This is an optimization exercise on Yosys and OpenROAD, whose aim is small area, not a production implementation. At most, simulation tests tie the RTL to the original design; equivalence was not proved.

==> amber <==
==> flow/design.v <==
module ppv2p (
    input  wire         clk,
    input  wire         rst,         
    input  wire         clr,         
    input  wire         cfg_we,
    input  wire [1:0]   cfg_wdata,
    input  wire         timeout,
    input  wire         in_err,
    input  wire         in_valid,
    input  wire [7:0]   in_data,
    input  wire         in_eof,
    output wire         in_ready,
    output wire [1:0]   st_q,
    output wire         done,
    output wire         rejected,
    output wire         res_valid,
    output wire [3:0]   err_q,
    output wire         io_cause_q,
    output wire [1:0]   disp,
    output wire [1:0]   cfg_q,
    output wire [16:0]  pos,
    output wire [3:0]   hdr_version,
    output wire [3:0]   hdr_command,
    output wire [3:0]   hdr_family,
    output wire [3:0]   hdr_protocol,
    output wire [15:0]  hdr_alen,
    output wire [127:0] src_ip,
    output wire [127:0] dst_ip,
    output wire [15:0]  src_port,
    output wire [15:0]  dst_port
);
    localparam [95:0] SIG = 96'h0D0A0D0A000D0A51524F540A;
    reg [1:0]  st;
    reg [16:0] cnt;
    reg [3:0]  err;
    reg        io_cause;
    reg [1:0]  cfg;
    reg [7:0]  nb14, nb15;       
    reg [3:0]  nproto;           
    reg        v6;               
    reg [7:0]  na [0:35];        
    integer i;
    wire hdr     = (st == 2'd0);
    wire adr     = (st == 2'd1);
    wire waiting = ~st[1];
    wire is_done = (st == 2'd2);
    wire is_rej  = (st == 2'd3);
    wire ev_tmo   = !clr && timeout;
    wire ev_ioerr = !clr && !timeout && in_err;
    wire ev_byte  = !clr && !timeout && !in_err && in_valid && waiting;
    wire ev_eof   = !clr && !timeout && !in_err && !(in_valid && waiting) && in_eof;
    wire [16:0] cnt_next = cnt + 17'd1;
    wire [3:0]  k        = cnt[3:0];
    wire [15:0] alen = ~{nb14, nb15};
    reg [3:0] chk;
    always @(*) begin
        case (k)
            4'd0, 4'd2, 4'd5:       chk = (in_data != 8'h0D) ? 4'd3 : 4'd0;
            4'd1, 4'd3, 4'd6, 4'd11: chk = (in_data != 8'h0A) ? 4'd3 : 4'd0;
            4'd4:                   chk = (in_data != 8'h00) ? 4'd3 : 4'd0;
            4'd7:                   chk = (in_data != 8'h51) ? 4'd3 : 4'd0;
            4'd8:                   chk = (in_data != 8'h52) ? 4'd3 : 4'd0;
            4'd9:                   chk = (in_data != 8'h4F) ? 4'd3 : 4'd0;
            4'd10:                  chk = (in_data != 8'h54) ? 4'd3 : 4'd0;
            4'd12:                  chk = (in_data[7:4] != 4'd2) ? 4'd4 :
                                          (in_data[3:0] != 4'd1) ? 4'd5 : 4'd0;
            4'd13:                  chk = (in_data[7:4] != 4'd1 && in_data[7:4] != 4'd2) ? 4'd6 : 4'd0;
            4'd15:                  chk = (nb15 == 8'hFF && in_data == 8'd0) ? 4'd7 : 4'd0;
            default:                chk = 4'd0;
        endcase
    end
    wire [3:0] pend = (err != 4'd0) ? err : chk;
    wire [16:0] ly  = {1'b0, alen};
    wire [16:0] lk  = 17'd15;
    wire [16:0] lcy = cnt ^ ly ^ lk;                        
    wire [16:0] lmj = {(ly[15:0] & lk[15:0]) | ((ly[15:0] | lk[15:0]) & lcy[15:0]), 1'b0};
    wire last_addr = (lcy == lmj);
    wire alen_ok   = v6 ? (alen >= 16'd36) : (alen >= 16'd12);
    wire a_keep    = v6 ? (cnt < 17'd52) : (cnt < 17'd28);
    wire a_shift   = ev_byte && adr && a_keep;
    wire h_shift   = ev_byte && hdr;
    always @(posedge clk) begin
        if (rst) begin
            st       <= 2'd0;
            cnt      <= 17'd0;
            err      <= 4'd0;
            io_cause <= 1'b0;
            cfg      <= 2'b00;
        end else begin
            if (cfg_we)
                cfg <= cfg_wdata;
            if (clr) begin
                st       <= 2'd0;
                cnt      <= 17'd0;
                err      <= 4'd0;
                io_cause <= 1'b0;
            end else if (ev_tmo) begin
                if (waiting) begin
                    st  <= 2'd3;
                    err <= 4'd8;
                end
            end else if (ev_ioerr) begin
                if (waiting) begin
                    st       <= 2'd3;
                    err      <= hdr ? 4'd1 : 4'd2;
                    io_cause <= 1'b1;
                end
            end else if (ev_byte) begin
                cnt <= cnt_next;
                if (hdr) begin
                    err <= pend;
                    if (k == 4'd15)
                        st <= (pend != 4'd0) ? 2'd3 : 2'd1;
                end else if (last_addr) begin
                    if (alen_ok) begin
                        st <= 2'd2;
                    end else begin
                        st  <= 2'd3;
                        err <= 4'd7;
                    end
                end
            end else if (ev_eof) begin
                if (waiting) begin
                    st  <= 2'd3;
                    err <= hdr ? 4'd1 : 4'd2;
                end
            end
        end
    end
    always @(posedge clk) begin
        if (h_shift) begin
            nb15   <= ~in_data;
            nb14   <= nb15;
            nproto <= nb14[3:0];
            v6     <= ~nb14[5];
        end
        if (a_shift) begin
            na[0] <= ~in_data;
            for (i = 1; i < 36; i = i + 1)
                na[i] <= na[i-1];
            na[20] <= v6 ? na[19] : na[7];
        end
    end
    assign in_ready   = waiting;
    assign st_q       = st;
    assign done       = is_done;
    assign rejected   = is_rej;
    assign res_valid  = is_done;
    assign err_q      = is_rej ? err : 4'd0;
    assign io_cause_q = io_cause;
    assign cfg_q      = cfg;
    assign pos        = cnt;
    assign disp[1] = is_rej;
    assign disp[0] = is_done | (is_rej && ((err == 4'd3 && cfg[0]) || (err == 4'd5 && cfg[1])));
    assign hdr_version  = {2'b00, is_done, 1'b0};
    assign hdr_command  = {3'b000, is_done};
    assign hdr_family   = {2'b00, is_done & v6, is_done & ~v6};
    assign hdr_protocol = is_done ? ~nproto : 4'd0;
    assign hdr_alen     = is_done ? alen : 16'd0;
    wire ep6 = is_done & v6;
    genvar g;
    generate
        for (g = 0; g < 16; g = g + 1) begin : g_ip
            if (g < 12) begin : g_hi
                assign src_ip[127 - 8*g -: 8] = ep6 ? ~na[35 - g] : 8'd0;
                assign dst_ip[127 - 8*g -: 8] = ep6 ? ~na[19 - g] : 8'd0;
            end else begin : g_lo
                assign src_ip[127 - 8*g -: 8] = is_done ? ~na[35 - g] : 8'd0;
                assign dst_ip[127 - 8*g -: 8] = is_done ? ~na[19 - g] : 8'd0;
            end
        end
    endgenerate
    assign src_port = is_done ? ~{na[3], na[2]} : 16'd0;
    assign dst_port = is_done ? ~{na[1], na[0]} : 16'd0;
endmodule
==> flow/flow/run.sh <==
#!/bin/bash
# Standard ORFS layout (standard.sh, unchanged synthesis) with two layout choices:
#  * port buffers use the smallest buffer cell (buf_1) instead of the default pick;
#  * CTS builds the tree from clkbuf_4 with sink clusters of up to 10 flip-flops
#    and no dummy loads.
# make's full output goes to orfs_make.log in this folder; ORFS's per-step logs
# stay under orfs/logs/.
set -euo pipefail
bash standard.sh \
  "BUFFER_PORTS_ARGS=-buffer_cell sky130_fd_sc_hd__buf_1" \
  "CTS_ARGS=-sink_clustering_enable -repair_clock_nets -sink_clustering_size 10 -sink_clustering_max_diameter 40 -buf_list sky130_fd_sc_hd__clkbuf_4 -dont_use_dummy_load" \
  finish > orfs_make.log 2>&1
==> flow/standard.sh <==
#!/bin/bash
# synth_recipe.tcl (not shown) runs the flow's synth.tcl, then flattens the netlist and writes it again
# the make line also repeats each setting of config.mk as NAME=value (left out here)
make -C /OpenROAD-flow-scripts/flow DESIGN_CONFIG=/design/flow/config.mk WORK_HOME=/design/flow/orfs CLKGATE_MAP_FILE= SYNTH_SCRIPT=/design/flow/synth_recipe.tcl "${@:-finish}"
==> flow/config.mk <==
export PLATFORM = sky130hd
export DESIGN_NAME = ppv2p
export DESIGN_NICKNAME = ppv2p
export VERILOG_FILES = /design/flow/design.v
export SDC_FILE = /design/flow/constraint.sdc
export NUM_CORES = 4
export LEC_CHECK = 0
export CAP_MARGIN = 20
export CORE_MARGIN = 2
export CORE_UTILIZATION = 65
export SLEW_MARGIN = 20
==> flow/constraint.sdc <==
create_clock -name core_clock -period 6.0 [get_ports {clk}]
set_input_delay 1.2000 -clock core_clock [delete_from_list [all_inputs] [get_ports {clk}]]
set_output_delay 1.2000 -clock core_clock [all_outputs]
set_load 0.01 [all_outputs]
==> inputs of nickel, as changes to amber <==
--- a/flow/design.v
+++ b/flow/design.v
@@ -51,30 +51,29 @@
     wire ev_eof   = !clr && !timeout && !in_err && !(in_valid && waiting) && in_eof;
     wire [16:0] cnt_next = cnt + 17'd1;
     wire [3:0]  k        = cnt[3:0];
+    reg [7:0] sig_byte;
+    always @(*) begin
+        sig_byte = 8'h00;
+        for (i = 0; i < 12; i = i + 1)
+            if (k == i) sig_byte = SIG[95 - 8*i -: 8];
+    end
     wire [15:0] alen = ~{nb14, nb15};
-    reg [3:0] chk;
+    reg [3:0] chk;               
     always @(*) begin
-        case (k)
-            4'd0, 4'd2, 4'd5:       chk = (in_data != 8'h0D) ? 4'd3 : 4'd0;
-            4'd1, 4'd3, 4'd6, 4'd11: chk = (in_data != 8'h0A) ? 4'd3 : 4'd0;
-            4'd4:                   chk = (in_data != 8'h00) ? 4'd3 : 4'd0;
-            4'd7:                   chk = (in_data != 8'h51) ? 4'd3 : 4'd0;
-            4'd8:                   chk = (in_data != 8'h52) ? 4'd3 : 4'd0;
-            4'd9:                   chk = (in_data != 8'h4F) ? 4'd3 : 4'd0;
-            4'd10:                  chk = (in_data != 8'h54) ? 4'd3 : 4'd0;
-            4'd12:                  chk = (in_data[7:4] != 4'd2) ? 4'd4 :
-                                          (in_data[3:0] != 4'd1) ? 4'd5 : 4'd0;
-            4'd13:                  chk = (in_data[7:4] != 4'd1 && in_data[7:4] != 4'd2) ? 4'd6 : 4'd0;
-            4'd15:                  chk = (nb15 == 8'hFF && in_data == 8'd0) ? 4'd7 : 4'd0;
-            default:                chk = 4'd0;
-        endcase
+        chk = 4'd0;
+        if (k < 4'd12) begin
+            if (in_data != sig_byte) chk = 4'd3;
+        end else if (k == 4'd12) begin
+            if (in_data[7:4] != 4'd2)      chk = 4'd4;
+            else if (in_data[3:0] != 4'd1) chk = 4'd5;
+        end else if (k == 4'd13) begin
+            if (in_data[7:4] != 4'd1 && in_data[7:4] != 4'd2) chk = 4'd6;
+        end else if (k == 4'd15) begin
+            if (~nb15 == 8'd0 && in_data == 8'd0) chk = 4'd7;
+        end
     end
     wire [3:0] pend = (err != 4'd0) ? err : chk;
-    wire [16:0] ly  = {1'b0, alen};
-    wire [16:0] lk  = 17'd15;
-    wire [16:0] lcy = cnt ^ ly ^ lk;                        
-    wire [16:0] lmj = {(ly[15:0] & lk[15:0]) | ((ly[15:0] | lk[15:0]) & lcy[15:0]), 1'b0};
-    wire last_addr = (lcy == lmj);
+    wire last_addr = (cnt_next == {1'b0, alen} + 17'd16);
     wire alen_ok   = v6 ? (alen >= 16'd36) : (alen >= 16'd12);
     wire a_keep    = v6 ? (cnt < 17'd52) : (cnt < 17'd28);
     wire a_shift   = ev_byte && adr && a_keep;
==> flow/run.sh (new file) <==
#!/bin/bash
# synth_recipe.tcl (not shown) runs the flow's synth.tcl, then flattens the netlist and writes it again
# the make line also repeats each setting of config.mk as NAME=value (left out here)
make -C /OpenROAD-flow-scripts/flow DESIGN_CONFIG=/design/flow/config.mk WORK_HOME=/design/flow/orfs CLKGATE_MAP_FILE= SYNTH_SCRIPT=/design/flow/synth_recipe.tcl finish
CORE_UTILIZATION = 40   (was 65)
removed: flow/flow/run.sh
removed: flow/standard.sh
==> results_dict.tcl <==
set metrics [dict create \
    status "timing/DRC/antenna clean" \
    cp.depth 7 \
    core-area_sq_mm 0.03353 \
    yosysTopAreaCellShare_pct 67.96 \
    slowest_stage "buf_4" \
    area_growth_pct 37.19 \
    via_per_inst 5.017 \
]
the above is filed under nickel

==> results_dict.tcl <==
set metrics [dict create \
    status "timing/DRC/antenna clean" \
    via_per_inst 5.432 \
    area_growth_pct 14.64 \
    tap_cells 265 \
    yosysTopAreaCellShare_pct 71.23 \
    min_path_type "flip-flop to flip-flop" \
    final-seq-area_sq_mm 0.009799 \
    cp.depth 6 \
]
the above is filed under amber

No functional check of the RTL was part of nickel.

[re-timing with driven ports]
The results above use ideal ports. As a check the final layouts listed here were re-extracted and re-timed, cells and wires unchanged.
Step 1 (the two cells are an assumption about what drives the block):
set clk [get_ports {clk}]
set_driving_cell -lib_cell sky130_fd_sc_hd__clkbuf_16 $clk
set_driving_cell -lib_cell sky130_fd_sc_hd__buf_2 [delete_from_list [all_inputs] $clk]
Step 2 moves the port delays by t, midway between the first and last clock arrival at a register: inputs arrive t later, outputs are due t later. That takes back most of the time a late clock gives input paths.
Three values: ideal, step 1, step 2; two values: the first two.
run | t (ns) | slack for setup (ns) | worst slew at a driven data input, ns
amber | 0.660 | 1.493 / 1.452 / 2.113 | 0.03
nickel | 0.550 | 1.333 / 1.284 / 1.835 | 0.06
After both steps setup and hold are still met in every run listed.
